This is an optimization exercise on Yosys and OpenROAD, whose aim is small area, a short achievable clock period and few clock cycles per item, not a production implementation. Function was checked by simulation only, so behaviour that the tests miss may differ from the original. Power figures rest on the tool's default switching activity, not on a simulated workload.

==> design/flow/design.v <==
module wd0_core (
    input  wire        clk,
    input  wire        rst,
    input  wire        cmd_valid,
    output wire        cmd_ready,
    input  wire [1:0]  cmd_op,
    input  wire [7:0]  cmd_addr,
    input  wire [15:0] cmd_data,
    output wire        rsp_valid,
    output wire [7:0]  rsp_res,
    output wire [7:0]  rsp_rdata,
    output wire [7:0]  rsp_a,
    output wire [7:0]  rsp_x,
    output wire [7:0]  rsp_y,
    output wire [7:0]  rsp_sp,
    output wire [7:0]  rsp_p,
    output wire [15:0] rsp_pc
);
    localparam [1:0] CMD_EXEC   = 2'd0;
    localparam [1:0] CMD_MEM_WR = 2'd1;
    localparam [1:0] CMD_MEM_RD = 2'd2;
    localparam [1:0] CMD_REG_WR = 2'd3;
    localparam [5:0] OP_LDA = 6'd0,  OP_LDX = 6'd1,  OP_LDY = 6'd2;
    localparam [5:0] OP_STA = 6'd3,  OP_STX = 6'd4,  OP_STY = 6'd5;
    localparam [5:0] OP_TAX = 6'd6,  OP_TAY = 6'd7,  OP_TXA = 6'd8;
    localparam [5:0] OP_TYA = 6'd9,  OP_TSX = 6'd10, OP_TXS = 6'd11;
    localparam [5:0] OP_PHA = 6'd12, OP_PHP = 6'd13, OP_PLA = 6'd14;
    localparam [5:0] OP_PLP = 6'd15, OP_AND = 6'd16, OP_EOR = 6'd17;
    localparam [5:0] OP_ORA = 6'd18, OP_BIT = 6'd19, OP_INC = 6'd20;
    localparam [5:0] OP_INX = 6'd21, OP_INY = 6'd22, OP_DEX = 6'd23;
    localparam [5:0] OP_DEY = 6'd24, OP_ASL = 6'd25, OP_LSR = 6'd26;
    localparam [5:0] OP_ROL = 6'd27, OP_ROR = 6'd28, OP_CLC = 6'd29;
    localparam [5:0] OP_CLD = 6'd30, OP_CLI = 6'd31, OP_CLV = 6'd32;
    localparam [5:0] OP_SEC = 6'd33, OP_SED = 6'd34, OP_SEI = 6'd35;
    localparam [5:0] OP_NOP = 6'd36;
    localparam [5:0] OP_FIRST_UNIMPL = 6'd37;
    localparam FC = 0, FZ = 1, FI = 2, FD = 3, FB = 4, FV = 6, FN = 7;
    reg [7:0]  a_q, x_q, y_q, sp_q, p_q;
    reg [15:0] pc_q;
    reg        rsp_valid_q;
    reg [7:0]  res_q;
    reg [7:0]  rdata_q;
    assign cmd_ready = 1'b1;
    wire fire = cmd_valid;
    reg  [7:0]  fsp_q;                  
    reg         r_v;                    
    reg  [1:0]  r_cop;
    reg  [15:0] r_data;
    reg  [2:0]  r_sel;
    reg  [7:0]  r_maddr;
    wire [7:0] x_n_e;                   
    wire [5:0] c_op = cmd_data[15:10];
    wire       c_exec = (cmd_op == CMD_EXEC);
    wire       c_push = c_exec && (c_op == OP_PHA || c_op == OP_PHP);
    wire       c_pop  = c_exec && (c_op == OP_PLA || c_op == OP_PLP);
    wire       c_spwr = (cmd_op == CMD_REG_WR) && (cmd_addr[2:0] == 3'd3);
    wire       r_txs  = r_v && (r_cop == CMD_EXEC) && (r_data[15:10] == OP_TXS);
    wire [7:0] base   = r_txs ? x_n_e : fsp_q;
    wire [7:0] base_m = r_txs ? x_n_e - 8'd1 : fsp_q - 8'd1;
    reg [7:0] c_maddr;
    always @(*) begin
        if (cmd_op == CMD_MEM_WR || cmd_op == CMD_MEM_RD)
            c_maddr = cmd_addr;
        else if (c_push)
            c_maddr = base;
        else if (c_pop)
            c_maddr = base_m;
        else
            c_maddr = cmd_data[7:0];
    end
    always @(posedge clk) begin
        if (fire) begin
            if (c_spwr)      fsp_q <= cmd_data[7:0];
            else if (c_push) fsp_q <= base + 8'd1;
            else if (c_pop)  fsp_q <= base_m;
            else             fsp_q <= base;
        end else begin
            fsp_q <= base;
        end
    end
    reg r_rsp, e_rsp;
    always @(posedge clk) begin
        r_v     <= fire;
        r_rsp   <= fire && !rst;
        r_cop   <= cmd_op;
        r_data  <= cmd_data;
        r_sel   <= cmd_addr[2:0];
        r_maddr <= c_maddr;
    end
    reg        e_v;
    reg  [1:0] e_cop;
    reg [15:0] e_data;
    reg  [2:0] e_sel;
    reg  [7:0] e_maddr;
    reg  [7:0] e_rd;
    reg        w_en;
    reg  [7:0] w_addr, w_data;
    wire       e_we;                    
    wire [7:0] mem_wd;                  
    wire [7:0] rt [0:511];              
    genvar gi;
    generate
        for (gi = 0; gi < 256; gi = gi + 1) begin : row
            reg [7:0] q;
            always @(posedge clk)
                if (w_en && w_addr == gi)
                    q <= w_data;
            assign rt[256 + gi] = (r_maddr == gi) ? q : 8'd0;
        end
        for (gi = 1; gi < 256; gi = gi + 1) begin : rdor
            assign rt[gi] = rt[2*gi] | rt[2*gi+1];
        end
    endgenerate
    wire [7:0] arr_rd = rt[1];
    always @(posedge clk) begin
        e_v     <= r_v;
        e_rsp   <= r_rsp && !rst;
        e_cop   <= r_cop;
        e_data  <= r_data;
        e_sel   <= r_sel;
        e_maddr <= r_maddr;
        if (e_we && e_maddr == r_maddr)
            e_rd <= mem_wd;
        else if (w_en && w_addr == r_maddr)
            e_rd <= w_data;
        else
            e_rd <= arr_rd;
    end
    wire [5:0] op = e_data[15:10];
    wire       t  = e_data[8];
    wire [7:0] v  = e_data[7:0];
    wire [7:0] rd = e_rd;
    wire op_unimpl = (op >= OP_FIRST_UNIMPL);
    wire op_imm_or_addr = (op <= OP_STY) || (op == OP_AND) || (op == OP_EOR) ||
                          (op == OP_ORA) || (op == OP_INC);
    wire ex  = (e_cop == CMD_EXEC);
    wire ok  = ex && !op_unimpl && !(op_imm_or_addr && t);
    wire rw  = (e_cop == CMD_REG_WR);
    wire mw  = (e_cop == CMD_MEM_WR);
    wire i_lda = ok && op == OP_LDA, i_ldx = ok && op == OP_LDX, i_ldy = ok && op == OP_LDY;
    wire i_sta = ok && op == OP_STA, i_stx = ok && op == OP_STX, i_sty = ok && op == OP_STY;
    wire i_tax = ok && op == OP_TAX, i_tay = ok && op == OP_TAY;
    wire i_txa = ok && op == OP_TXA, i_tya = ok && op == OP_TYA;
    wire i_tsx = ok && op == OP_TSX, i_txs = ok && op == OP_TXS;
    wire i_pha = ok && op == OP_PHA, i_php = ok && op == OP_PHP;
    wire i_pla = ok && op == OP_PLA, i_plp = ok && op == OP_PLP;
    wire i_and = ok && op == OP_AND, i_eor = ok && op == OP_EOR, i_ora = ok && op == OP_ORA;
    wire i_inc = ok && op == OP_INC;
    wire i_inx = ok && op == OP_INX, i_iny = ok && op == OP_INY;
    wire i_dex = ok && op == OP_DEX, i_dey = ok && op == OP_DEY;
    wire i_asl = ok && (op == OP_ASL || op == OP_ROL);
    wire i_lsr = ok && op == OP_LSR, i_ror = ok && op == OP_ROR;
    wire i_sh  = i_asl || i_lsr || i_ror;
    wire i_clc = ok && op == OP_CLC, i_cld = ok && op == OP_CLD;
    wire i_cli = ok && op == OP_CLI, i_clv = ok && op == OP_CLV;
    wire i_sec = ok && op == OP_SEC, i_sed = ok && op == OP_SED, i_sei = ok && op == OP_SEI;
    wire w_a  = rw && e_sel == 3'd0, w_x = rw && e_sel == 3'd1, w_y = rw && e_sel == 3'd2;
    wire w_sp = rw && e_sel == 3'd3, w_p = rw && e_sel == 3'd4, w_pc = rw && e_sel == 3'd5;
    wire [7:0] x_inc = x_q + 8'd1, x_dec = x_q - 8'd1;
    wire [7:0] y_inc = y_q + 8'd1, y_dec = y_q - 8'd1;
    wire [7:0] rd_inc = rd + 8'd1;
    wire [7:0] lg = i_and ? (a_q & rd) : i_eor ? (a_q ^ rd) : (a_q | rd);
    wire [7:0] sh_old = t ? a_q : rd;
    wire [7:0] sh_res = i_asl ? {sh_old[6:0], 1'b0} :
                        i_lsr ? {1'b0, sh_old[7:1]} : {p_q[FC], sh_old[7:1]};
    wire       sh_c   = i_asl ? sh_old[7] : sh_old[0];
    wire i_lg = i_and || i_eor || i_ora;
    wire set_nz = i_lg || i_inc || i_inx || i_iny || i_dex || i_dey;
    wire nz_n = i_lg  ? lg[7] :
                i_inc ? rd_inc[7] :
                i_inx ? x_inc[7] : i_dex ? x_dec[7] :
                i_iny ? y_inc[7] : y_dec[7];
    wire nz_z = i_lg  ? (lg == 8'd0) :
                i_inc ? (rd == 8'hff) :
                i_inx ? (x_q == 8'hff) : i_dex ? (x_q == 8'h01) :
                i_iny ? (y_q == 8'hff) : (y_q == 8'h01);
    wire sel_a_v = i_lda || w_a;
    wire sel_a_sh = i_sh && t;
    wire [7:0] a_n = sel_a_v ? v : i_txa ? x_q : i_tya ? y_q : i_pla ? rd :
                     sel_a_sh ? sh_res : a_q;
    wire [7:0] x_n = (i_ldx || w_x) ? v : i_tax ? a_q : i_tsx ? sp_q :
                     i_inx ? x_inc : i_dex ? x_dec : x_q;
    wire [7:0] y_n = (i_ldy || w_y) ? v : i_tay ? a_q :
                     i_iny ? y_inc : i_dey ? y_dec : y_q;
    wire [7:0] sp_n = w_sp ? v : i_txs ? x_q : (i_pha || i_php) ? sp_q + 8'd1 :
                      (i_pla || i_plp) ? sp_q - 8'd1 : sp_q;
    reg  [7:0] p_n;
    always @(*) begin
        if (i_plp)
            p_n = rd;
        else if (w_p)
            p_n = v;
        else begin
            p_n = p_q;
            if (i_clc)      p_n[FC] = 1'b0;
            else if (i_sec) p_n[FC] = 1'b1;
            else if (i_sh)  p_n[FC] = sh_c;
            if (i_cld)      p_n[FD] = 1'b0;
            else if (i_sed) p_n[FD] = 1'b1;
            if (i_cli)      p_n[FI] = 1'b0;
            else if (i_sei) p_n[FI] = 1'b1;
            if (i_clv)      p_n[FV] = 1'b0;
            if (set_nz) begin
                p_n[FN] = nz_n;
                p_n[FZ] = nz_z;
            end
        end
    end
    wire [15:0] pc_n = w_pc ? e_data : pc_q;
    wire sh_m = i_sh && !t;
    assign e_we = e_v && (mw || i_sta || i_stx || i_sty || i_pha || i_php || i_inc || sh_m);
    assign mem_wd = mw ? v : (i_sta || i_pha) ? a_q : i_stx ? x_q : i_sty ? y_q :
                    i_php ? p_q : i_inc ? rd_inc : sh_res;
    wire [7:0] res_n = !ex ? 8'd0 : op_unimpl ? {op, 2'b01} :
                       (op_imm_or_addr && t) ? {op, 2'b10} : 8'd0;
    assign x_n_e = e_v ? x_n : x_q;
    always @(posedge clk) begin
        if (e_v) begin
            a_q  <= a_n;
            x_q  <= x_n;
            y_q  <= y_n;
            sp_q <= sp_n;
            p_q  <= p_n;
            pc_q <= pc_n;
        end
        res_q   <= res_n;
        rdata_q <= rd;
        w_en   <= e_we;
        w_addr <= e_maddr;
        w_data <= mem_wd;
    end
    always @(posedge clk) begin
        if (rst)
            rsp_valid_q <= 1'b0;
        else
            rsp_valid_q <= e_v && e_rsp;
    end
    assign rsp_valid = rsp_valid_q;
    assign rsp_res   = res_q;
    assign rsp_rdata = rdata_q;
    assign rsp_a     = a_q;
    assign rsp_x     = x_q;
    assign rsp_y     = y_q;
    assign rsp_sp    = sp_q;
    assign rsp_p     = p_q;
    assign rsp_pc    = pc_q;
endmodule
==> design/flow/run.sh <==
#!/bin/bash
# synth_recipe.tcl (not shown) runs the flow's synth.tcl, then flattens the netlist and writes it again
# the make line also repeats each setting of config.mk as NAME=value (left out here)
make -C /OpenROAD-flow-scripts/flow DESIGN_CONFIG=/design/flow/config.mk WORK_HOME=/design/flow/orfs CLKGATE_MAP_FILE= SYNTH_SCRIPT=/design/flow/synth_recipe.tcl finish
==> design/flow/config.mk <==
export PLATFORM = sky130hd
export DESIGN_NAME = wd0_core
export DESIGN_NICKNAME = wd0_core
export VERILOG_FILES = /design/flow/design.v
export SDC_FILE = /design/flow/constraint.sdc
export NUM_CORES = 4
export LEC_CHECK = 0
export CAP_MARGIN = 20
export CORE_MARGIN = 2
export CORE_UTILIZATION = 60
export SETUP_SLACK_MARGIN = 5
export SLEW_MARGIN = 20
export SYNTH_MEMORY_MAX_BITS = 4096
==> design/flow/constraint.sdc <==
create_clock -name core_clock -period 9.0 [get_ports {clk}]
set_input_delay 1.8000 -clock core_clock [delete_from_list [all_inputs] [get_ports {clk}]]
set_output_delay 1.8000 -clock core_clock [all_outputs]
set_load 0.01 [all_outputs]
==> results.ini, run 1 <==
[run_status]
status = aborted with a tool error
stop_stage = global routing
error = [ERROR GRT-0232] Routing congestion too high. Check the congestion heatmap in the GUI.

[die]
initial_core_util = 0.605
die_y_um = 380
die_w_um = 380
num_io_pins = 103
rows = 137

[clock_network]
ctsLongestPathBuffers = 3
cts_sinks = 2216
cts_inserted_buffers = 213
htree_levels = 4
cts_hold_buf = 0
cts_root_buffer = clkbuf_16

[place]
port_buffers = 101
place_congestion = 1.40
dp.cells = 7643
detailedPlace.worstSlack_ps = 3670
dp_hpwl_um = 356000
place_area_um2 = 92000

[global_route]
overflow = 6
grt_max_degree = 197
grt_usage = 0.775

[yosys]
syn_avg_cell_area_um2 = 15.7
synth.distinct_cells = 90
yosysSeqAreaShare = 0.772
synth_top_area_cell = edfxtp_1
synth-edff-count = 2096
synth_fp_nets = 5455
synth_area_um2 = 84700
syn_inst = 5392
async_flop_share = 0
yosys_warnings = 1
ys_ff_latch = 2216
synth_top_area_frac = 0.743
ys.flop_type = edfxtp_1
synthTopCellsByArea = edfxtp_1 (74%), a22oi_1 (7.7%), dfxtp_1 (2.8%), nor2_1 (2.7%), nand2_1 (1.3%)

==> what timing repair did <==
action	4_1_cts
resized for setup	116
pin swaps	15
gates cloned	0
endpoints found under the setup margin	20
setup buffers	1
==> cell usage after synthesis, types with 12 or more instances <==
master,instances
nand4_1,127
ha_1,33
and3_1,38
a22oi_1,863
or4_1,13
dfxtp_1,120
a31oi_1,17
buf_2,32
nor4b_1,12
a22o_1,58
nand2b_1,17
nor2_1,616
nand3_1,89
clkbuf_1,161
xor2_1,13
a32oi_1,25
nor3_1,74
o21ai_0,67
o211ai_1,14
a221oi_1,24
xnor2_1,30
nor4_1,64
nand4b_1,12
a222oi_1,40
nand2_1,297
nor2b_1,19
a21oi_1,77
buf_1,12
nand4bb_1,13
o22ai_1,37
edfxtp_1,2096
a211oi_1,12
nand3b_1,16
inv_1,37
nor4bb_1,13
mux2i_1,22
==> routing by layer <==
layer | track usage | GRT overflow
met1 | 0.798 | 0
met2 | 0.868 | 4
met3 | 0.696 | 0
met4 | 0.717 | 2
met5 | 0.469 | 0
==> worst min-delay path by stage <==
| stage | startpoint | end | slack [ps] | depth (start not counted) |
|---|---|---|---|---|
| 3_5_place_dp | r_data[2] | e_data[2] | 310 | 0 |
| 2_1_floorplan | r_data[0] | e_data[0] | 310 | 0 |
| 3_3_place_gp | r_data[4] | e_data[4] | 310 | 0 |
| 4_1_cts | r_data[0] | e_data[0] | 320 | 0 |
==> logic make-up after synthesis <==
family | after synthesis | share of synthesized area
mux | 35 | 0.00526
xor+xnor | 43 | 0.00445
other cells | 1 | 0.0000443
compound gates | 1322 | 0.116
buf+inv | 245 | 0.0114
flops | 2216 | 0.772
simple gates | 1496 | 0.0859
fa+ha+maj | 34 | 0.00511
==> power groups by stage <==
stage	sequential (mW)	clock, mW	combinational (mW)
CTS	12.2	9.00	1.73
detailed placement	12.5	0	1.69
global placement	12.5	0	1.67
floorplan	12.5	0	0.535
Testbench counts, summed over its fixed seeds: cycles 24,024, items 24,000.
==> inputs of run 2 (changes only) <==
==> design/flow/flow/run.sh (new file) <==
#!/bin/bash
set -euo pipefail
bash standard.sh SETUP_SLACK_MARGIN=5.8 finish > standard.log 2>&1
==> design/flow/standard.sh (new file) <==
#!/bin/bash
# synth_recipe.tcl (not shown) runs the flow's synth.tcl, then flattens the netlist and writes it again
# the make line also repeats each setting of config.mk as NAME=value (left out here)
make -C /OpenROAD-flow-scripts/flow DESIGN_CONFIG=/design/flow/config.mk WORK_HOME=/design/flow/orfs CLKGATE_MAP_FILE= SYNTH_SCRIPT=/design/flow/synth_recipe.tcl "${@:-finish}"
removed: design/flow/run.sh
==> results.ini, run 2 <==
[yosys]
synth.most_common_cell = edfxtp_1
synth_common_cells = edfxtp_1 (2096), a22oi_1 (863), nor2_1 (616), nand2_1 (297), clkbuf_1 (161)
synth.distinct_cells = 90  ; unchanged
synthTopCellsByArea = edfxtp_1 (74%), a22oi_1 (7.7%), dfxtp_1 (2.8%), nor2_1 (2.7%), nand2_1 (1.3%)
yosys_warnings = 1  ; unchanged
ys.flop_type = edfxtp_1
synth_top_area_frac = 0.743  ; unchanged
synth-edff-count = 2096  ; unchanged
ys_ff_latch = 2216  ; unchanged
async_flop_share = 0  ; unchanged
synth_top_area_cell = edfxtp_1
yosysSeqAreaShare = 0.772  ; unchanged
synth_area_um2 = 84700  ; unchanged
syn_avg_cell_area_um2 = 15.7  ; unchanged
syn_inst = 5392  ; unchanged
synth_fp_nets = 5455  ; unchanged

[run_status]
stop_stage = global routing
status = aborted with a tool error
error = [ERROR GRT-0116] Global routing finished with congestion. Check the congestion regions in the DRC Viewer.

[place]
detailedPlace.worstSlack_ps = 3640  ; -23.0 ps
port_buffers = 101  ; unchanged
dp_hpwl_um = 356000  ; -0.18%
place_congestion = 1.39  ; -1.2%

[clock_network]
htree_levels = 4  ; unchanged
cts_inserted_buffers = 214  ; +0.47%
ctsLongestPathBuffers = 3  ; unchanged
cts_root_buffer = clkbuf_16
cts_sinks = 2216  ; unchanged

[die]
die_w_um = 380  ; unchanged
rows = 137  ; unchanged
num_io_pins = 103  ; unchanged
die_y_um = 380  ; unchanged
initial_core_util = 0.605  ; unchanged

[global_route]
grt_max_degree = 145
overflow = 8
grt_pass1_wl_um = 719000
grt_usage = 0.771
grt_pass1_vias = 70300

## run 2: through the flow
stage               std cells  utilization  total power [mW]  cell area [um2]
detailed placement       7643        0.657              14.2            91900
global placement         7633        0.655              14.1            91700
CTS                      8228        0.735              23.2           103000
floorplan                5392            -              13.0            84700
## run 2: logic make-up after synthesis
kind of cell	count (synthesis)	share of synthesized area
AO/OA/AOI/OAI	1322	0.116
XOR/XNOR	43	0.00445
adder cells (fa/ha/maj)	34	0.00511
buffers and inverters	245	0.0114
flip-flops	2216	0.772
multiplexers	35	0.00526
other	1	0.0000443
AND/OR/NAND/NOR	1496	0.0859
## run 2: what timing repair did
action                     CTS
gates resized for setup    803
buffers inserted           178
cloned                      14
setup endpoints to repair  398
pin swaps                  116
hold buffers                 0
## run 2: worst min-delay path by stage
| stage | start | endpoint | slack, ps |
|---|---|---|---|
| 2_1_floorplan | r_data[0] | e_data[0] | 310 |
| 3_3_place_gp | r_data[3] | e_data[3] | 310 |
| 3_5_place_dp | r_data[2] | e_data[2] | 310 |
| 4_1_cts | r_sel[2] | e_sel[2] | 300 |
## run 2: power groups by stage
stage	Combinational [mW]	Clock (mW)	Sequential, mW
after floorplan	0.537	0	12.5
after global placement	1.77	0	12.4
after detailed placement	1.80	0	12.4
after CTS	2.05	8.99	12.1
## run 2: layer usage
metal	track usage	GRT overflow
met5	0.497	0
met4	0.720	3
met3	0.680	0
met2	0.874	5
met1	0.788	0
==> inputs of run 3 (changes only) <==
--- a/design/flow/design.v
+++ b/design/flow/design.v
@@ -40,8 +40,9 @@
     reg        rsp_valid_q;
     reg [7:0]  res_q;
     reg [7:0]  rdata_q;
-    assign cmd_ready = 1'b1;
-    wire fire = cmd_valid;
+    reg  ready_q;
+    assign cmd_ready = ready_q;
+    wire fire = cmd_valid && ready_q;
     reg  [7:0]  fsp_q;                  
     reg         r_v;                    
     reg  [1:0]  r_cop;
@@ -54,9 +55,16 @@
     wire       c_push = c_exec && (c_op == OP_PHA || c_op == OP_PHP);
     wire       c_pop  = c_exec && (c_op == OP_PLA || c_op == OP_PLP);
     wire       c_spwr = (cmd_op == CMD_REG_WR) && (cmd_addr[2:0] == 3'd3);
+    wire       c_txs  = c_exec && (c_op == OP_TXS);
     wire       r_txs  = r_v && (r_cop == CMD_EXEC) && (r_data[15:10] == OP_TXS);
-    wire [7:0] base   = r_txs ? x_n_e : fsp_q;
-    wire [7:0] base_m = r_txs ? x_n_e - 8'd1 : fsp_q - 8'd1;
+    wire [5:0] r_op   = r_data[15:10];
+    wire       r_modx = r_v && (((r_cop == CMD_EXEC) &&
+                        (r_op == OP_LDX || r_op == OP_TAX || r_op == OP_TSX ||
+                         r_op == OP_INX || r_op == OP_DEX)) ||
+                        ((r_cop == CMD_REG_WR) && r_sel == 3'd1));
+    reg        r_txs_late;
+    wire [7:0] base   = r_txs ? x_q : fsp_q;
+    wire [7:0] base_m = r_txs ? x_q - 8'd1 : fsp_q - 8'd1;
     reg [7:0] c_maddr;
     always @(*) begin
         if (cmd_op == CMD_MEM_WR || cmd_op == CMD_MEM_RD)
@@ -74,8 +82,19 @@
             else if (c_push) fsp_q <= base + 8'd1;
             else if (c_pop)  fsp_q <= base_m;
             else             fsp_q <= base;
+        end else if (r_txs_late) begin
+            fsp_q <= x_n_e;
         end else begin
             fsp_q <= base;
+        end
+    end
+    always @(posedge clk) begin
+        if (rst) begin
+            ready_q    <= 1'b1;
+            r_txs_late <= 1'b0;
+        end else begin
+            ready_q    <= !(fire && c_txs && r_modx);
+            r_txs_late <= fire && c_txs && r_modx;
         end
     end
     reg r_rsp, e_rsp;
@@ -87,6 +106,19 @@
         r_sel   <= cmd_addr[2:0];
         r_maddr <= c_maddr;
     end
+    reg [1:0] s1_q [0:15];              
+    reg [1:0] s2_q [0:3];               
+    genvar gs;
+    generate
+        for (gs = 0; gs < 16; gs = gs + 1) begin : sel1
+            always @(posedge clk)
+                s1_q[gs] <= (c_maddr[7:4] == gs) ? c_maddr[1:0] : 2'd0;
+        end
+        for (gs = 0; gs < 4; gs = gs + 1) begin : sel2
+            always @(posedge clk)
+                s2_q[gs] <= (c_maddr[7:6] == gs) ? c_maddr[3:2] : 2'd0;
+        end
+    endgenerate
     reg        e_v;
     reg  [1:0] e_cop;
     reg [15:0] e_data;
@@ -97,7 +129,10 @@
     reg  [7:0] w_addr, w_data;
     wire       e_we;                    
     wire [7:0] mem_wd;                  
-    wire [7:0] rt [0:511];              
+    wire [7:0] l0 [0:255];
+    wire [7:0] l1 [0:63];
+    wire [7:0] l2 [0:15];
+    wire [7:0] l3 [0:3];
     genvar gi;
     generate
         for (gi = 0; gi < 256; gi = gi + 1) begin : row
@@ -105,13 +140,23 @@
             always @(posedge clk)
                 if (w_en && w_addr == gi)
                     q <= w_data;
-            assign rt[256 + gi] = (r_maddr == gi) ? q : 8'd0;
-        end
-        for (gi = 1; gi < 256; gi = gi + 1) begin : rdor
-            assign rt[gi] = rt[2*gi] | rt[2*gi+1];
+            assign l0[gi] = q;
+        end
+        for (gi = 0; gi < 64; gi = gi + 1) begin : rd1
+            assign l1[gi] = s1_q[gi/4][1] ? (s1_q[gi/4][0] ? l0[4*gi+3] : l0[4*gi+2])
+                                          : (s1_q[gi/4][0] ? l0[4*gi+1] : l0[4*gi]);
+        end
+        for (gi = 0; gi < 16; gi = gi + 1) begin : rd2
+            assign l2[gi] = s2_q[gi/4][1] ? (s2_q[gi/4][0] ? l1[4*gi+3] : l1[4*gi+2])
+                                          : (s2_q[gi/4][0] ? l1[4*gi+1] : l1[4*gi]);
+        end
+        for (gi = 0; gi < 4; gi = gi + 1) begin : rd3
+            assign l3[gi] = r_maddr[5] ? (r_maddr[4] ? l2[4*gi+3] : l2[4*gi+2])
+                                       : (r_maddr[4] ? l2[4*gi+1] : l2[4*gi]);
         end
     endgenerate
-    wire [7:0] arr_rd = rt[1];
+    wire [7:0] arr_rd = r_maddr[7] ? (r_maddr[6] ? l3[3] : l3[2])
+                                   : (r_maddr[6] ? l3[1] : l3[0]);
     always @(posedge clk) begin
         e_v     <= r_v;
         e_rsp   <= r_rsp && !rst;
==> results.ini, run 3 <==
[sta]
hold_viol = 0
fin_skew_ps = 50.6
rsz0062_at_grt = yes
fmax_mhz = 300
slew_headroom = 0.245
min_period_ps = 3330
tns_ps = 0
drv_slew = 0
worst_pin_slew_ps = 1130
period_share = 0.370
final-setup-viol-count = 0

[yosys]
yosysSeqAreaShare = 0.733  ; -0.0388
synth.distinct_cells = 99  ; +10%
synth_common_cells = edfxtp_1 (2096), mux4_2 (482), nor2_1 (396), nand2_1 (205), dfxtp_1 (162)
async_flop_share = 0  ; unchanged
ys.flop_type = edfxtp_1
synth_fp_nets = 5016  ; -8.0%
ys_ff_latch = 2258  ; +1.9%
synth-edff-count = 2096  ; unchanged
syn_avg_cell_area_um2 = 18.2  ; +16%
syn_inst = 4959  ; -8.0%
synth_area_um2 = 90300  ; +6.6%
synthTopCellsByArea = edfxtp_1 (70%), mux4_2 (12%), dfxtp_1 (3.6%), nor2_1 (1.6%), mux2i_1 (1.6%)
yosys_warnings = 3  ; +2
synth_top_area_frac = 0.697  ; -0.0463
synth.most_common_cell = edfxtp_1
synth_top_area_cell = edfxtp_1

[power]
p_comb_frac = 0.084
seq_power_share = 0.534
ir_drop_uv = 213
internal_power_mw = 17.4
fin_total_pwr_mw = 22.9
power_frac_clock = 0.383
cellLeakagePower_nw = 31.2
switching_share = 0.240
p_per_area_nw_per_um2 = 225
p_switching_mw = 5.48

[global_route]
antenna_found_initial = 4
grt_max_degree = 226
overflow = 0
grt_pass1_wl_um = 344000
grt_pass1_vias = 47700
grt_usage = 0.317

[place]
port_buffers = 102  ; +0.99%
dp_hpwl_um = 147000  ; -59%
place_congestion = 0.944  ; -32%
dp.cells = 6895  ; -9.8%

[critical_path]
arrival_ps = 3800
cp_max_fo = 16
crit_path_start_kind = register
ff2ff_path_depth = 3
required_ps = 9470
path_class = reg2reg
ff2ff_setup_slack_ps = 5670
end_kind = register
r2r-end = row[141].q[4]
rr_startpoint = w_addr[7]

[die]
die_area_um2 = 154000
num_io_pins = 103  ; unchanged
initial_core_util = 0.604  ; -0.00174
rows = 142  ; +3.6%
die_w_um = 392  ; +3.2%
core_um2 = 150000
die_y_um = 392  ; +3.2%

[worst_hold_path]
min_from = r_data[0]
holdPathStages = 0
holdCritPathClass = reg2reg
min_to = e_data[0]

[cells_and_area]
final_cell_mix = edfxtp_1 (2096), mux4_2 (482), nor2_1 (293)
nFillCells = 9931
reg_top3 = row.q: 2048 flops, s1_q: 32 flops
final_common_cell = edfxtp_1
final_nets = 5218
final_cell_count_no_fill = 7361
top_register = row.q
drive_gt1_frac = 0.253
largest_reg_flops = 2048
syn_to_final_growth_pct = 12.4

[clock_network]
cts_hold_buf = 0  ; unchanged
cts_root_buffer = clkbuf_16
clkTransAtPathRegs_ps = 60
cts_tree = yes
htree_levels = 4  ; unchanged
ctsLongestPathBuffers = 3  ; unchanged
cts_sinks = 2258  ; +1.9%
clock_latency_ps = 860
cts_inserted_buffers = 217  ; +1.4%

[detailed_routing]
drtAntennaViolNets = 0
first_iter_violations = 5573
via_per_inst = 6.64
finalWirelength_um = 240000
vias = 48900
drt_pass1_iterations = 6
routedWlPerCell_um = 32.6
drc = 0

[job]
maxCapViolCount = 0

[run_status]
status = finished clean

==> run 3: cell count changes after synthesis, moves of 53 or more <==
cell     before  now
a22oi_1     863   61
mux4_2        7  482
nor2_1      616  396
mux2i_1      22  140
nand4_1     127   29
nand2_1     297  205
buf_2        32   96
nor4_1       64   11
==> run 3: worst max path at each step <==
stage	startpoint	endpoint
after floorplan	cmd_op[1]	s1_q[14][0]
after global placement	cmd_op[1]	s1_q[1][1]
after detailed placement	cmd_op[1]	s1_q[1][1]
after CTS	w_en	row[145].q[3]
after global routing	w_addr[7]	row[174].q[5]
final	w_addr[7]	row[141].q[4]
==> run 3: layout make-up <==
class,instances,area (um2),area share
repair buffers,280,2310,0.0228
diodes,1,2.50,0.0000247
multi-input cells,2348,23300,0.230
flip-flops and latches,2258,66300,0.653
inverters,56,236,0.00233
clock inverters,134,1090,0.0107
clock buffers,268,5730,0.0564
well taps,2016,2520,0.0249
==> run 3: critical path: stages, from the launching register on <==
cell     delay (ps)
dfxtp_1         740
nor2b_1         700
nand2_1         620
nor2_1          880
==> run 3: timing repair <==
item,4_1_cts,5_1_grt
gates resized for setup,457,112
gates cloned,0,0
pin swaps,6,6
setup buffers,45,15
setup endpoints to repair,1587,983
==> run 3: stage by stage <==
stage               utilization  cell area, um2  setup slack [ps]  hold WS [ps]
detailed placement        0.626           93600              3710           313
CTS                       0.675          101000              5620           325
global placement          0.626           93600              3710           310
finish                    0.678          101000              5670           323
floorplan                     -           90400              5610           310
global route              0.678          101000              5610           326
==> run 3: power by group through the flow <==
stage               registers (mW)  logic [mW]  clock network (mW)
floorplan                     12.5       0.846                   0
global placement              12.5        1.73                   0
detailed placement            12.5        1.76                   0
CTS                           12.2        1.83                8.86
global route                  12.2        2.01                9.26
finish                        12.2        1.91                8.75
==> run 3: cell families after synthesis <==
logic type | count (synthesis) | synth area share
compound gates | 581 | 0.0450
xor+xnor | 52 | 0.00504
fa+ha+maj | 28 | 0.00388
buf+inv | 353 | 0.0172
flops | 2258 | 0.733
mux | 658 | 0.141
simple gates | 1029 | 0.0548
==> run 3: routing by layer <==
layer	global-route usage	routed length (um)	vias up
met4	0.102	8040	4
met3	0.0655	23000	418
met5	0	34	-
met2	0.486	112000	2467
met1	0.462	96400	25500
li1	-	-	20500
Testbench counts of run 3, summed over its fixed seeds: cycles 24,073, items 24,000.
==> inputs of run 4 (changes only) <==
--- a/design/flow/design.v
+++ b/design/flow/design.v
@@ -127,6 +127,7 @@
     reg  [7:0] e_rd;
     reg        w_en;
     reg  [7:0] w_addr, w_data;
+    reg [15:0] w_hi_n, w_lo_n;          
     wire       e_we;                    
     wire [7:0] mem_wd;                  
     wire [7:0] l0 [0:255];
@@ -138,7 +139,7 @@
         for (gi = 0; gi < 256; gi = gi + 1) begin : row
             reg [7:0] q;
             always @(posedge clk)
-                if (w_en && w_addr == gi)
+                if (!w_hi_n[gi / 16] && !w_lo_n[gi % 16])
                     q <= w_data;
             assign l0[gi] = q;
         end
@@ -272,6 +273,8 @@
         rdata_q <= rd;
         w_en   <= e_we;
         w_addr <= e_maddr;
+        w_hi_n <= e_we ? ~(16'd1 << e_maddr[7:4]) : 16'hffff;
+        w_lo_n <= ~(16'd1 << e_maddr[3:0]);
         w_data <= mem_wd;
     end
     always @(posedge clk) begin
--- a/design/flow/config.mk
+++ b/design/flow/config.mk
@@ -8,6 +8,8 @@
 export CAP_MARGIN = 20
 export CORE_MARGIN = 2
 export CORE_UTILIZATION = 60
+export CTS_CLUSTER_DIAMETER = 80
+export CTS_CLUSTER_SIZE = 24
 export SETUP_SLACK_MARGIN = 5
 export SLEW_MARGIN = 20
 export SYNTH_MEMORY_MAX_BITS = 4096
==> results.ini, run 4 <==
[run_status]
status = finished clean

[critical_path]
cp_cell_sequence = buf_2
crit_path_start_kind = register
crit_buf_inv = 1  ; +1
r2r-end = e_rd[7]
path_class = reg2out
required_ps = 7200  ; -2270 ps
max_stage_delay_ps = 510  ; -370 ps
end_kind = primary output
rr_startpoint = s1_q[15][1]
cp_slowest_cell = edfxtp_1
cp_top_family = flip-flops
ff2ff_path_depth = 7  ; +4
ff2ff_setup_slack_ps = 5810  ; +140 ps
critPathLaunch = a_q[4]
arrival_ps = 1480  ; -2320 ps
cp_max_fo = 2  ; -14

[sta]
min_period_ps = 3280  ; -51.0 ps
drv_slew = 0  ; unchanged
tns_ps = 0  ; unchanged
period_share = 0.365  ; -0.00567
fmax_mhz = 305  ; +1.6%
final-setup-viol-count = 0  ; unchanged
worst_pin_slew_ps = 1210  ; +72.1 ps
fin_skew_ps = 43.7  ; -6.90 ps
slew_headroom = 0.196  ; -0.0481
rsz0062_at_grt = yes
hold_viol = 0  ; unchanged

[place]
place_area_um2 = 93600  ; about the same
dp_hpwl_um = 146000  ; -0.71%
port_buffers = 102  ; unchanged
dp.cells = 6806  ; -1.3%
place_congestion = 0.955  ; +1.2%

[die]
rows = 142  ; unchanged
die_w_um = 392  ; about the same
die_y_um = 392  ; about the same
num_io_pins = 103  ; unchanged
core_um2 = 150000  ; unchanged
die_area_um2 = 154000  ; about the same
initial_core_util = 0.604  ; about the same

[cells_and_area]
final_nets = 5022  ; -3.8%
regArea_um2 = 66900  ; +0.98%
syn_to_final_growth_pct = 8.58
largest_reg_flops = 2048  ; unchanged
multi_input_area_um2 = 22500  ; -3.3%
final_area_um2 = 98100  ; -3.4%
final_common_cell = edfxtp_1
final_cell_count_no_fill = 7074  ; -3.9%
final_cell_mix = edfxtp_1 (2096), mux4_2 (497), nor2_1 (408)
nFillCells = 10200  ; +3.1%
reg_top3 = row.q: 2048 flops, s1_q: 32 flops
drive_gt1_frac = 0.214  ; -0.0391
top_register = row.q

[yosys]
ys.flop_type = edfxtp_1
ys_ff_latch = 2290  ; +1.4%
yosysSeqAreaShare = 0.740  ; +0.00693
syn_inst = 4898  ; -1.2%
synthTopCellsByArea = edfxtp_1 (70%), mux4_2 (12%), dfxtp_1 (4.3%), nor2_1 (1.7%), mux2i_1 (1.3%)
yosys_warnings = 3  ; unchanged
synth.most_common_cell = edfxtp_1
synth_top_area_cell = edfxtp_1
synth_top_area_frac = 0.697  ; about the same
async_flop_share = 0  ; unchanged
synth_area_um2 = 90300  ; about the same
synth.distinct_cells = 88  ; -11%
syn_avg_cell_area_um2 = 18.4  ; +1.3%
synth_common_cells = edfxtp_1 (2096), mux4_2 (497), nor2_1 (416), clkbuf_1 (219), dfxtp_1 (194)
synth-edff-count = 2096  ; unchanged
synth_fp_nets = 4955  ; -1.2%

[detailed_routing]
wl_met2_um = 111000  ; -1.1%
first_iter_violations = 5458  ; -2.1%
drtAntennaViolNets = 0  ; unchanged
drt_pass1_iterations = 8  ; +2
met1_length_um = 95600  ; -0.86%
highest_layer = met5
finalWirelength_um = 234000  ; -2.5%
via_per_inst = 6.73  ; +1.3%
vias = 47600  ; -2.6%
wl_met3_um = 19400  ; -15%
routedWlPerCell_um = 33.1  ; +1.4%
drc = 0  ; unchanged

[clock_network]
cts_inserted_buffers = 116  ; -47%
cts_root_buffer = clkbuf_16
cts_tree = yes
clock_latency_ps = 780  ; -80 ps
htree_levels = 3  ; -1
cts_sinks = 2290  ; +1.4%
cts_hold_buf = 0  ; unchanged
ctsLongestPathBuffers = 3  ; unchanged
clkTransAtPathRegs_ps = 90  ; +30 ps

[worst_hold_path]
holdPathStages = 0  ; unchanged
min_to = e_data[2]
min_from = r_data[2]
holdCritPathClass = reg2reg

[global_route]
antenna_found_initial = 12  ; +8
grt_usage = 0.308  ; -0.00870
grt_pass1_wl_um = 334000  ; -2.9%
grt_max_degree = 194  ; -14%
grt_pass1_vias = 46100  ; -3.3%
overflow = 0  ; unchanged

[power]
cellLeakagePower_nw = 29.7  ; -4.9%
ir_drop_uv = 219  ; +2.7%
p_per_area_nw_per_um2 = 207  ; -8.1%

[job]
maxCapViolCount = 0  ; unchanged

-- run 4: cell count changes after synthesis, sizes merged, moves of 32 or more --
cell    change
clkbuf     +67
nand3      -44
nand2      -65
a22oi      +51
dfxtp      +32
buf        -55
-- run 4: layer usage --
layer / vias to the layer above / global-route usage
met1: 25100 / 0.460
met4: 8 / 0.0953
met2: 2220 / 0.480
li1: 19900 / -
met5: - / 0
met3: 366 / 0.0420
-- run 4: cell families (layout without fill, tap and decap cells) --
group,after synthesis,in the layout,synth area share
other,0,1,0
buffers and inverters,364,521,0.0161
adders and majority gates,28,28,0.00388
xor gates and xnor gates,51,51,0.00495
AOI/OAI and AO/OA,605,605,0.0467
and+or+nand+nor,912,914,0.0474
muxes,648,648,0.141
DFF,2290,2290,0.740
-- run 4: per-stage QoR --
stage	power [mW]	setup slack (ps)	hold WS, ps	utilization
after detailed placement	14.4	4260	312	0.626
after CTS	20.4	5700	333	0.654
final	20.3	5720	332	0.656
after global placement	14.4	4340	310	0.626
after floorplan	13.5	5490	310	-
after global routing	20.9	5720	345	0.656
-- run 4: what timing repair did --
| action | CTS | global route |
|---|---|---|
| gates cloned | 2 | 0 |
| buffers inserted | 48 | 6 |
| endpoints found under the setup margin | 273 | 90 |
| pin swaps | 7 | 10 |
| hold endpoints to repair | 0 | 0 |
| resized for setup | 317 | 55 |
-- run 4: worst max path at each step --
stage | endpoint | slack [ps] | cells after the start
final | rsp_a[4] | 5720 | 1
after floorplan | s1_q[12][0] | 5490 | 10
after detailed placement | s1_q[15][0] | 4260 | 10
after global routing | rsp_a[4] | 5720 | 1
after CTS | rsp_a[4] | 5700 | 1
after global placement | s1_q[12][0] | 4340 | 10
-- run 4: final cells by class --
class                   count  share of cell area
flip-flops and latches   2290               0.683
multi-input cells        2246               0.230
clock buffers             163              0.0324
well taps                2016              0.0257
repair buffers            256              0.0216
clock inverters            47             0.00555
inverters                  55             0.00230
diodes                      1           0.0000255
-- run 4: where the power goes --
part | internal [mW] | switching [mW] | leakage, nW | total, mW
combinational | 0.533 | 1.26 | 7.43 | 1.79
sequential | 12.1 | 0.345 | 20.5 | 12.5
clock | 2.69 | 3.37 | 1.79 | 6.06
Testbench counts of run 4, summed over its fixed seeds: cycles 24,073, items 24,000.
==> inputs of run 5 (changes only) <==
--- a/design/flow/design.v
+++ b/design/flow/design.v
@@ -106,13 +106,13 @@
         r_sel   <= cmd_addr[2:0];
         r_maddr <= c_maddr;
     end
-    reg [1:0] s1_q [0:15];              
+    reg [3:0] s1_q [0:15];              
     reg [1:0] s2_q [0:3];               
     genvar gs;
     generate
         for (gs = 0; gs < 16; gs = gs + 1) begin : sel1
             always @(posedge clk)
-                s1_q[gs] <= (c_maddr[7:4] == gs) ? c_maddr[1:0] : 2'd0;
+                s1_q[gs] <= (c_maddr[7:4] == gs) ? (4'd1 << c_maddr[1:0]) : 4'd0;
         end
         for (gs = 0; gs < 4; gs = gs + 1) begin : sel2
             always @(posedge clk)
@@ -144,8 +144,8 @@
             assign l0[gi] = q;
         end
         for (gi = 0; gi < 64; gi = gi + 1) begin : rd1
-            assign l1[gi] = s1_q[gi/4][1] ? (s1_q[gi/4][0] ? l0[4*gi+3] : l0[4*gi+2])
-                                          : (s1_q[gi/4][0] ? l0[4*gi+1] : l0[4*gi]);
+            assign l1[gi] = ({8{s1_q[gi/4][3]}} & l0[4*gi+3]) | ({8{s1_q[gi/4][2]}} & l0[4*gi+2]) |
+                            ({8{s1_q[gi/4][1]}} & l0[4*gi+1]) | ({8{s1_q[gi/4][0]}} & l0[4*gi]);
         end
         for (gi = 0; gi < 16; gi = gi + 1) begin : rd2
             assign l2[gi] = s2_q[gi/4][1] ? (s2_q[gi/4][0] ? l1[4*gi+3] : l1[4*gi+2])
==> results.ini, run 5 <==
[global_route]
grt_max_degree = 213  ; +9.8%
grt_pass1_wl_um = 369000  ; +10%
grt_usage = 0.338  ; +0.0299
grt_pass1_vias = 51000  ; +11%
overflow = 0  ; unchanged
antenna_found_initial = 13  ; +1

[worst_hold_path]
holdPathStages = 0  ; unchanged
holdCritPathClass = reg2reg

[sta]
fmax_mhz = 307  ; +0.56%
min_period_ps = 3260  ; -18.2 ps
worst_pin_slew_ps = 1370  ; +160 ps
tns_ps = 0  ; unchanged
whs_ps = 333  ; +1.23 ps
hold_viol = 0  ; unchanged
drv_slew = 0  ; unchanged
slew_headroom = 0.0899  ; -0.107
final.setup.worst_slack_ps = 5740  ; +18.2 ps
fin_skew_ps = 43.2  ; -0.546 ps
rsz0062_at_grt = yes
period_share = 0.363  ; -0.00202
final-setup-viol-count = 0  ; unchanged

[critical_path]
max_stage_delay_ps = 520  ; about the same
ff2ff_path_depth = 9  ; +2
cp_slowest_cell = edfxtp_1
cp_top_family = flip-flops
cp_max_fo = 2  ; unchanged
required_ps = 7200  ; about the same
crit_buf_inv = 1  ; unchanged
arrival_ps = 1460  ; -20 ps
end_kind = primary output
crit_path_start_kind = register
path_class = reg2out
cp_cell_sequence = buf_6
cp.depth = 1  ; unchanged

[yosys]
syn_avg_cell_area_um2 = 15.5  ; -16%
yosysSeqAreaShare = 0.760  ; +0.0205
synth_fp_nets = 5791  ; +17%
synth_top_area_cell = edfxtp_1
ys_ff_latch = 2322  ; +1.4%
synth.most_common_cell = edfxtp_1
syn_inst = 5734  ; +17%
synth_common_cells = edfxtp_1 (2096), a22oi_1 (690), nor2_1 (461), nand3_1 (391), clkbuf_1 (273)
synthTopCellsByArea = edfxtp_1 (71%), a22oi_1 (5.8%), dfxtp_1 (5.1%), nand3_1 (2.2%), nor2_1 (2.0%)
async_flop_share = 0  ; unchanged
synth_top_area_frac = 0.709  ; +0.0125
yosys_warnings = 3  ; unchanged
ys.flop_type = edfxtp_1
synth-edff-count = 2096  ; unchanged
synth_area_um2 = 88700  ; -1.8%
synth.distinct_cells = 101  ; +15%

[clock_network]
clock_latency_ps = 780  ; about the same
cts_sinks = 2322  ; +1.4%
ctsLongestPathBuffers = 3  ; unchanged
cts_tree = yes
htree_levels = 3  ; unchanged
cts_hold_buf = 0  ; unchanged
cts_root_buffer = clkbuf_16
clkTransAtPathRegs_ps = 90  ; about the same
cts_inserted_buffers = 115  ; -0.86%

[die]
die_w_um = 389  ; -0.88%
num_io_pins = 103  ; unchanged
core_um2 = 147000  ; -1.5%
die_area_um2 = 151000  ; -1.7%
initial_core_util = 0.602  ; -0.00144
rows = 141  ; -0.70%
die_y_um = 389  ; -0.88%

[place]
place_congestion = 0.952  ; -0.34%
place_area_um2 = 91700  ; -2.1%
detailedPlace.worstSlack_ps = 4000  ; -262 ps
port_buffers = 102  ; unchanged
dp.cells = 7489  ; +10%
dp_hpwl_um = 154000  ; +5.7%

[cells_and_area]
largest_reg_flops = 2048  ; unchanged
final_area_um2 = 96300  ; -1.8%
final_cell_mix = edfxtp_1 (2096), a22oi_1 (690), nor2_1 (452)
final_common_cell = edfxtp_1
final_nets = 5804  ; +16%
syn_to_final_growth_pct = 8.55  ; about the same
drive_gt1_frac = 0.111  ; -0.103
reg_top3 = row.q: 2048 flops, s1_q: 64 flops
top_register = row.q
final_cell_count_no_fill = 7770  ; +9.8%
finish.utilization = 0.654  ; -0.00172

[power]
fin_total_pwr_mw = 20.3  ; +0.15%
p_per_area_nw_per_um2 = 211  ; +2.0%
ir_drop_uv = 228  ; +3.9%
cellLeakagePower_nw = 29.3  ; -1.4%

[detailed_routing]
routedWlPerCell_um = 33.1  ; +0.23%
first_iter_violations = 6803  ; +25%
finalWirelength_um = 257000  ; +10%
drc = 0  ; unchanged
vias = 53900  ; +13%
drt_pass1_iterations = 8  ; unchanged
via_per_inst = 6.94  ; +3.2%
drtAntennaViolNets = 0  ; unchanged

[job]
maxCapViolCount = 0  ; unchanged

[run_status]
status = finished clean

==> run 5: layout make-up <==
type	count	area [um2]
flip-flops and latches	2322	67600
fillers	10500	51000
multi-input cells	2957	20000
clock buffers	166	3210
well taps	1930	2410
repair buffers	299	2410
clock inverters	39	470
inverters	51	233
diodes	5	12.5
repair inverters	1	6.26
==> run 5: kinds of logic (layout without fill, tap and decap cells) <==
logic type	Yosys count	after routing	share of synthesized area
buf+inv	457	556	0.0208
other cells	0	5	0
xor+xnor	57	57	0.00563
simple gates	1341	1343	0.0713
mux	83	83	0.0154
compound gates	1446	1446	0.123
fa+ha+maj	28	28	0.00395
flops	2322	2322	0.760
==> run 5: repair_timing <==
item | 4_1_cts | 5_1_grt
setup buffers | 55 | 13
gates resized for setup | 389 | 57
gates cloned | 1 | 2
pin swaps | 9 | 11
endpoints found under the setup margin | 227 | 140
==> run 5: path summary, 6_finish.rpt <==
path / to / slack (ps) / startpoint
hold / removal: e_data[2] / 330 / r_data[2]
setup reg to reg: e_rd[2] / 5800 / e_data[13]
setup / recovery: rsp_p[3] / 5740 / p_q[3]
hold reg to reg: e_data[2] / 330 / r_data[2]
==> run 5: where the power goes <==
| group | internal, mW | switching, mW |
|---|---|---|
| clock | 2.66 | 3.41 |
| sequential | 12.2 | 0.315 |
| combinational | 0.452 | 1.30 |
==> run 5: metal layers <==
metal / track usage / part of all wire / vias up / wire length (um)
li1: - / - / 22900 / -
met1: 0.493 / 0.40 / 27700 / 102000
met2: 0.523 / 0.47 / 2887 / 120000
met3: 0.0589 / 0.099 / 467 / 25500
met4: 0.111 / 0.038 / 6 / 9740
met5: 0 / 0.00014 / - / 35
Testbench counts of run 5, summed over its fixed seeds: cycles 24,073, items 24,000.
==> inputs of run 6 (changes only) <==
--- a/design/flow/design.v
+++ b/design/flow/design.v
@@ -260,7 +260,15 @@
     wire [7:0] res_n = !ex ? 8'd0 : op_unimpl ? {op, 2'b01} :
                        (op_imm_or_addr && t) ? {op, 2'b10} : 8'd0;
     assign x_n_e = e_v ? x_n : x_q;
-    always @(posedge clk) begin
+    reg [7:0]  ra_q, rx_q, ry_q, rsp_q, rp_q;
+    reg [15:0] rpc_q;
+    always @(posedge clk) begin
+        ra_q  <= a_n;
+        rx_q  <= x_n;
+        ry_q  <= y_n;
+        rsp_q <= sp_n;
+        rp_q  <= p_n;
+        rpc_q <= pc_n;
         if (e_v) begin
             a_q  <= a_n;
             x_q  <= x_n;
@@ -286,10 +294,10 @@
     assign rsp_valid = rsp_valid_q;
     assign rsp_res   = res_q;
     assign rsp_rdata = rdata_q;
-    assign rsp_a     = a_q;
-    assign rsp_x     = x_q;
-    assign rsp_y     = y_q;
-    assign rsp_sp    = sp_q;
-    assign rsp_p     = p_q;
-    assign rsp_pc    = pc_q;
+    assign rsp_a     = ra_q;
+    assign rsp_x     = rx_q;
+    assign rsp_y     = ry_q;
+    assign rsp_sp    = rsp_q;
+    assign rsp_p     = rp_q;
+    assign rsp_pc    = rpc_q;
 endmodule
==> design/flow/flow/run.sh (replaced) <==
#!/bin/bash
set -euo pipefail
bash standard.sh SETUP_SLACK_MARGIN=6.0 \
    "BUFFER_PORTS_ARGS=-buffer_cell sky130_fd_sc_hd__buf_2" finish > standard.log 2>&1
==> results.ini, run 6 <==
[run_status]
status = finished clean

[cells_and_area]
final_common_cell = edfxtp_1
largest_reg_flops = 2048  ; unchanged
drive_gt1_frac = 0.130  ; +0.0193
nFillCells = 10600  ; +0.57%
final_nets = 5842  ; +0.65%
syn_to_final_growth_pct = 9.16
top_register = row.q
final_cell_mix = edfxtp_1 (2096), a22oi_1 (679), nor2_1 (406)
final_area_um2 = 98100  ; +1.8%
reg_top3 = row.q: 2048 flops, s1_q: 64 flops
final_cell_count_no_fill = 7816  ; +0.59%

[critical_path]
required_ps = 9720  ; +2520 ps
arrival_ps = 3810  ; +2350 ps
path_class = in2reg
end_kind = register
r2r-end = e_rd[6]
crit_path_start_kind = input pin
ff2ff_path_depth = 9  ; unchanged
rr_startpoint = s1_q[15][3]
cp_max_fo = 7  ; +5
ff2ff_setup_slack_ps = 5980  ; +180 ps

[clock_network]
clock_latency_ps = 790  ; about the same
cts_hold_buf = 0  ; unchanged
cts_inserted_buffers = 117  ; +1.7%
cts_sinks = 2378  ; +2.4%
cts_tree = yes
htree_levels = 3  ; unchanged
ctsLongestPathBuffers = 3  ; unchanged
cts_root_buffer = clkbuf_16
clkTransAtPathRegs_ps = 90  ; about the same

[global_route]
antenna_found_initial = 6  ; -7
grtUsageMet1 = 0.493  ; about the same
grt_pass1_wl_um = 373000  ; +1.2%
grt.busiest_layer = met2
overflow = 0  ; unchanged
grt_usage = 0.338  ; +0.000460
met2_usage = 0.531  ; +0.00893
grt_pass1_vias = 51400  ; +0.72%
global_route.usage.met3 = 0.0520  ; -0.00689
grt_max_degree = 210  ; -1.4%

[sta]
min_period_ps = 3090  ; -171 ps
drv_slew = 0  ; unchanged
worst_pin_slew_ps = 1230  ; -138 ps
hold_viol = 0  ; unchanged
fmax_mhz = 323  ; +5.5%
tns_ps = 0  ; unchanged
fin_skew_ps = 38.8  ; -4.41 ps
final-setup-viol-count = 0  ; unchanged
rsz0062_at_grt = yes
slew_headroom = 0.182  ; +0.0923
period_share = 0.343  ; -0.0190

[place]
dp_hpwl_um = 159000  ; +2.8%
place_area_um2 = 92600  ; +0.99%
dp.cells = 7560  ; +0.95%
place_congestion = 0.967  ; +1.6%
port_buffers = 102  ; unchanged

[yosys]
synth-edff-count = 2096  ; unchanged
syn_inst = 5778  ; +0.77%
yosysSeqAreaShare = 0.763  ; +0.00305
ys.flop_type = edfxtp_1
syn_avg_cell_area_um2 = 15.6  ; +0.48%
synth_top_area_cell = edfxtp_1
synthTopCellsByArea = edfxtp_1 (70%), dfxtp_1 (6.3%), a22oi_1 (5.7%), nor2_1 (1.8%), a221oi_1 (1.7%)
synth.distinct_cells = 90  ; -11%
yosys_warnings = 3  ; unchanged
synth_area_um2 = 89800  ; +1.3%
synth_fp_nets = 5836  ; +0.78%
synth_top_area_frac = 0.701  ; -0.00879
synth.most_common_cell = edfxtp_1
ys_ff_latch = 2378  ; +2.4%
async_flop_share = 0  ; unchanged
synth_common_cells = edfxtp_1 (2096), a22oi_1 (679), nor2_1 (436), clkbuf_1 (304), nand3_1 (288)

[die]
rows = 142  ; +0.71%
core_um2 = 149000  ; +1.3%
initial_core_util = 0.602  ; about the same
die_y_um = 391  ; +0.62%
die_w_um = 391  ; +0.62%
num_io_pins = 103  ; unchanged
die_area_um2 = 153000  ; +1.2%

[detailed_routing]
first_iter_violations = 6949  ; +2.1%
finalWirelength_um = 261000  ; +1.3%
drc = 0  ; unchanged
routedWlPerCell_um = 33.4  ; +0.67%
vias = 54500  ; +1.1%
drt_pass1_iterations = 8  ; unchanged
via_per_inst = 6.98  ; +0.53%
drtAntennaViolNets = 0  ; unchanged

[power]
cellLeakagePower_nw = 29.8  ; +1.9%
ir_drop_uv = 183  ; -20%
p_per_area_nw_per_um2 = 213  ; +0.68%

[worst_hold_path]
min_from = r_data[6]
holdPathStages = 0  ; unchanged
holdCritPathClass = reg2reg
min_to = e_data[6]

[job]
maxCapViolCount = 0  ; unchanged

## run 6: cell count changes after synthesis, moves of 16 or more
cell      delta
clkbuf_1    +31
nand2_1     -45
a21oi_1     +43
nand3b_1    +16
a221o_1     +17
dfxtp_1     +56
nand3_1    -103
o211ai_1    -26
buf_2       -26
nor2_1      -25
## run 6: worst max-delay path: stages
cell and delay, ps:
buf_12 110, inv_12 40, ha_4 110, nor4bb_4 210
buf_6 180, nand3_4 150, a211oi_4 230, o31a_1 390
nor2b_4 300, nand3_2 150, nor2_2 120
## run 6: repair_timing
action | CTS | global route
gates resized for setup | 181 | 168
setup endpoints to repair | 320 | 288
setup buffers | 21 | 24
gates cloned | 0 | 3
pin swaps | 14 | 30
## run 6: cells by family after synthesis
group           count (synthesis)  synth area share
buf+inv                       460            0.0198
fa+ha+maj                      29           0.00404
simple gates                 1207            0.0633
mux                            91            0.0149
flops                        2378             0.763
xor+xnor                       56           0.00546
compound gates               1557             0.129
## run 6: worst max path at each step
stage               start          end  slack (ps)
3_3_place_gp   r_maddr[5]      e_rd[5]        4330
4_1_cts           rp_q[5]     rsp_p[5]        5910
5_1_grt         cmd_op[0]   s1_q[9][0]        5880
2_1_floorplan   cmd_op[0]  s1_q[13][0]        5580
3_5_place_dp   r_maddr[5]      e_rd[5]        4220
6_report        cmd_op[0]   s1_q[1][2]        5910
## run 6: layout make-up
cell class / count / area (um2) / area share
multi-input cells: 2940 / 20500 / 0.209
flip-flops and latches: 2378 / 68700 / 0.701
clock inverters: 36 / 373 / 0.00380
inverters: 57 / 254 / 0.00259
well taps: 1944 / 2430 / 0.0248
repair buffers: 290 / 2560 / 0.0261
diodes: 3 / 7.51 / 0.0000765
clock buffers: 168 / 3200 / 0.0327
## run 6: power breakdown
part           leakage, nW  switching, mW  internal [mW]
registers             21.3          0.418           12.5
logic                 6.82           1.36          0.533
clock network         1.73           3.45           2.59
## run 6: metrics by stage
step                       util  worst slack [ps]  hold slack, ps  power (mW)
final                     0.657              5910             333        20.9
after global routing      0.657              5880             344        21.4
after CTS                 0.651              5910             335        20.8
after detailed placement  0.620              4220             313        14.9
after global placement    0.620              4330             312        14.8
after floorplan               -              5580             310        13.9
## run 6: metal layers
| metal | up-vias | part of all wire |
|---|---|---|
| met5 | - | 0.00013 |
| met4 | 4 | 0.037 |
| met3 | 437 | 0.090 |
| met2 | 2826 | 0.47 |
| met1 | 28100 | 0.40 |
| li1 | 23200 | - |
Testbench counts of run 6, summed over its fixed seeds: cycles 24,073, items 24,000.
==> inputs of run 7 (changes only) <==
--- a/design/flow/design.v
+++ b/design/flow/design.v
@@ -261,14 +261,12 @@
                        (op_imm_or_addr && t) ? {op, 2'b10} : 8'd0;
     assign x_n_e = e_v ? x_n : x_q;
     reg [7:0]  ra_q, rx_q, ry_q, rsp_q, rp_q;
-    reg [15:0] rpc_q;
     always @(posedge clk) begin
         ra_q  <= a_n;
         rx_q  <= x_n;
         ry_q  <= y_n;
         rsp_q <= sp_n;
         rp_q  <= p_n;
-        rpc_q <= pc_n;
         if (e_v) begin
             a_q  <= a_n;
             x_q  <= x_n;
@@ -299,5 +297,5 @@
     assign rsp_y     = ry_q;
     assign rsp_sp    = rsp_q;
     assign rsp_p     = rp_q;
-    assign rsp_pc    = rpc_q;
+    assign rsp_pc    = pc_q;
 endmodule
==> design/flow/flow/run.sh (replaced) <==
#!/bin/bash
set -euo pipefail
bash standard.sh SETUP_SLACK_MARGIN=6.2 \
    "BUFFER_PORTS_ARGS=-buffer_cell sky130_fd_sc_hd__buf_2" finish > standard.log 2>&1
==> results.ini, run 7 <==
[run_status]
status = finished clean

[sta]
fmax_mhz = 318  ; -1.6%
final.setup.worst_slack_ps = 5860  ; -49.8 ps
tns_ps = 0  ; unchanged
drv_slew = 0  ; unchanged
worst_pin_slew_ps = 1230  ; +7.66 ps
fin_skew_ps = 54.7  ; +15.9 ps
hold_viol = 0  ; unchanged
rsz0062_at_grt = yes
period_share = 0.349  ; +0.00553
min_period_ps = 3140  ; +49.8 ps
whs_ps = 334  ; +0.824 ps
final-setup-viol-count = 0  ; unchanged
slew_headroom = 0.177  ; -0.00510

[worst_hold_path]
holdCritPathClass = reg2reg
min_from = r_data[4]
min_to = e_data[4]
holdPathStages = 0  ; unchanged

[yosys]
synth-simple-area-share = 0.0637  ; +0.000450
synthTopCellsByArea = edfxtp_1 (70%), dfxtp_1 (6.0%), a22oi_1 (4.7%), a22o_1 (2.0%), a221oi_1 (2.0%)
syn_inst = 5695  ; -1.4%
synth_common_cells = edfxtp_1 (2096), a22oi_1 (559), nor2_1 (453), clkbuf_1 (323), dfxtp_1 (266)
synthXorXnorAreaFrac = 0.00500  ; -0.000459
synth_compound_area_frac = 0.127  ; -0.00211
synth.most_common_cell = edfxtp_1
synthAdderAreaFrac = 0.00406  ; +0.0000234
yosysSeqAreaShare = 0.764  ; +0.000830
async_flop_share = 0  ; unchanged
synth-edff-count = 2096  ; unchanged
yosys_warnings = 3  ; unchanged
synth_top_area_cell = edfxtp_1
ys.flop_type = edfxtp_1
syn_avg_cell_area_um2 = 15.7  ; +0.87%
synth_top_area_frac = 0.705  ; +0.00405
synthMuxAreaShare = 0.0167  ; +0.00181
synth_area_um2 = 89300  ; -0.58%
synth.distinct_cells = 90  ; unchanged
synth_fp_nets = 5753  ; -1.4%
ys_ff_latch = 2362  ; -0.67%
synth_top_family_by_area = compound AO/OA/AOI/OAI gates

[critical_path]
path_class = in2reg
ff2ff_setup_slack_ps = 6060  ; +80 ps
arrival_ps = 3840  ; +30 ps
ff2ff_path_depth = 10  ; +1
required_ps = 9700  ; -20 ps
rr_startpoint = r_cop[1]
r2r-end = s1_q[13][3]
crit_path_start_kind = input pin
cp_max_fo = 5  ; -2
end_kind = register

[power]
p_comb_frac = 0.099  ; +0.008
ir_drop_uv = 221  ; +21%
p_switching_mw = 5.28  ; +0.94%
p_per_area_nw_per_um2 = 210  ; -1.1%
cellLeakagePower_nw = 30.3  ; +1.6%
switching_share = 0.252  ; +0.000817
seq_power_share = 0.610  ; -0.009
internal_power_mw = 15.7  ; +0.50%
fin_total_pwr_mw = 21.0  ; +0.61%
power_frac_clock = 0.291  ; about the same

[place]
place_congestion = 0.966  ; -0.13%
dp_hpwl_um = 157000  ; -1.1%
port_buffers = 102  ; unchanged
place_area_um2 = 92000  ; -0.66%
detailedPlace.worstSlack_ps = 4320  ; +103 ps

[clock_network]
cts_inserted_buffers = 115  ; -1.7%
htree_levels = 3  ; unchanged
cts_hold_buf = 0  ; unchanged
clock_latency_ps = 810  ; +20 ps
cts_sinks = 2362  ; -0.67%
clkTransAtPathRegs_ps = 90  ; about the same
cts_root_buffer = clkbuf_16
ctsLongestPathBuffers = 3  ; unchanged
cts_tree = yes

[die]
core_um2 = 148000  ; -0.94%
die_y_um = 390  ; -0.28%
rows = 141  ; -0.70%
die_w_um = 390  ; -0.28%
die_area_um2 = 152000  ; -0.57%
initial_core_util = 0.604  ; +0.00222
num_io_pins = 103  ; unchanged

[detailed_routing]
first_iter_violations = 7761  ; +12%
drtAntennaViolNets = 0  ; unchanged
finalWirelength_um = 269000  ; +3.2%
vias = 55200  ; +1.3%
drc = 0  ; unchanged
routedWlPerCell_um = 34.5  ; +3.4%
drt_pass1_iterations = 7  ; -1
via_per_inst = 7.08  ; +1.4%

[cells_and_area]
largest_reg_flops = 2048  ; unchanged
syn_to_final_growth_pct = 11.7
top_register = row.q
final_nets = 5852  ; +0.17%
final_common_cell = edfxtp_1
reg_top3 = row.q: 2048 flops, s1_q: 64 flops
final_cell_mix = edfxtp_1 (2096), a22oi_1 (559), nor2_1 (402)
final_area_um2 = 99800  ; +1.7%
drive_gt1_frac = 0.161  ; +0.0305

[global_route]
antenna_found_initial = 6  ; unchanged
overflow = 0  ; unchanged
grt_pass1_vias = 51200  ; -0.21%
grt_max_degree = 178  ; -15%
grt_usage = 0.341  ; +0.00311
grt_pass1_wl_um = 374000  ; +0.16%

[job]
maxCapViolCount = 0  ; unchanged

run 7: cell types whose count changed after synthesis, sizes merged, moves of 19 or more:
cell,previous run,this run
a222oi,9,28
a31oi,56,75
buf,99,74
clkbuf,304,324
a221oi,176,205
nand3,288,257
nand4,45,71
a21oi,151,106
a22oi,679,559
a22o,155,208
nand2,189,238
run 7: stage by stage:
step / util / cells
finish: 0.675 / 7806
CTS: 0.662 / 7734
floorplan: - / 5695
global placement: 0.622 / 7463
detailed placement: 0.622 / 7463
global route: 0.675 / 7804
run 7: critical path, stage by stage:
cell and delay (ps):
buf_8 80, clkinv_4 40, ha_4 140, nor4bb_4 140, buf_6 130, and2_4 200
nand2_8 120, a211oi_4 50, o31a_4 400, buf_12 150, nor2b_4 220, buf_6 140
nand3_4 110, nor2_2 100
run 7: area by class of cell:
class / count / area, um2
fill: 10200 / 48100
antenna: 2 / 5.00
clock inverter: 33 / 457
clock buffer: 164 / 3200
tap: 1930 / 2410
inverter: 53 / 241
timing repair buffer: 366 / 3850
timing repair inverter: 1 / 11.3
sequential: 2362 / 68500
multi-input combinational: 2895 / 21100
run 7: cell families after synthesis:
kind of cell	after synthesis
AND/OR/NAND/NOR	1224
adder cells (fa/ha/maj)	29
XOR/XNOR	51
AO/OA/AOI/OAI	1488
buffers and inverters	451
flip-flops	2362
multiplexers	90
run 7: how the worst max path moves through the flow:
stage	startpoint	end	slack (ps)	cells past startpoint
detailed placement	cmd_op[1]	s1_q[4][3]	4320	11
global route	cmd_op[0]	s1_q[2][0]	5810	13
finish	cmd_op[0]	s1_q[2][0]	5860	14
CTS	pc_q[15]	rsp_pc[15]	5810	1
floorplan	cmd_op[1]	s1_q[13][0]	5470	11
global placement	cmd_op[1]	s1_q[4][3]	4380	11
run 7: per-layer routing:
metal	share of wire	global-route usage
met1	0.39	0.504
met2	0.46	0.518
met3	0.11	0.0626
met4	0.041	0.116
met5	0.00015	0
run 7: timing repair:
item,4_1_cts,5_1_grt
hold endpoints to repair,0,0
pin swaps,56,66
endpoints found under the setup margin,255,196
gates resized for setup,350,277
gates cloned,15,15
buffers inserted,59,53
run 7: power groups by stage:
stage | sequential (mW) | combinational (mW) | clock (mW)
CTS | 12.8 | 1.89 | 6.13
finish | 12.8 | 2.07 | 6.11
floorplan | 13.0 | 0.752 | 0
global placement | 13.0 | 1.68 | 0
detailed placement | 13.0 | 1.70 | 0
global route | 12.8 | 2.15 | 6.47
Testbench counts of run 7, summed over its fixed seeds: cycles 24,073, items 24,000.

## static timing again, ports no longer ideal
The results above use ideal ports. As a check the final layouts listed here were re-extracted and re-timed, cells and wires unchanged.
Step 1 sets driving cells, clkbuf_16 on the clock port and buf_2 on the other inputs (assumed; they add their load-dependent delay and slew).
Step 2 times the ports against the registers' clock, not the clock port: input delays grow and output delays shrink by t, the midpoint of the rising clock arrivals with the driver on.
a / b / c = ideal / step 1 / step 2; a / b = the first two.
run | shift t [ns] | slack for setup (ns) | worst hold slack (ns) | latest minus earliest clock arrival (ns) | worst register clock-pin slew, ns
run 3 | 0.910 | 5.668 / 5.594 / 4.989 | 0.323 / 0.323 / 0.323 | 0.055 / 0.055 | 0.07 / 0.07
run 4 | 0.843 | 5.719 / 5.638 / 5.104 | 0.332 / 0.332 / 0.332 | 0.044 / 0.045 | 0.10 / 0.10
run 5 | 0.854 | 5.737 / 5.652 / 5.061 | 0.333 / 0.333 / 0.333 | 0.058 / 0.058 | 0.10 / 0.10
run 6 | 0.855 | 5.909 / 5.853 / 5.093 | 0.333 / 0.333 / 0.333 | 0.041 / 0.040 | 0.10 / 0.10
run 7 | 0.866 | 5.859 / 5.781 / 5.026 | 0.334 / 0.334 / 0.334 | 0.058 / 0.058 | 0.10 / 0.10
After both steps every run listed still meets setup and hold. The setup slack of run 7, which loses most, moves by -0.078 ns with the drivers and by -0.833 ns with both steps.
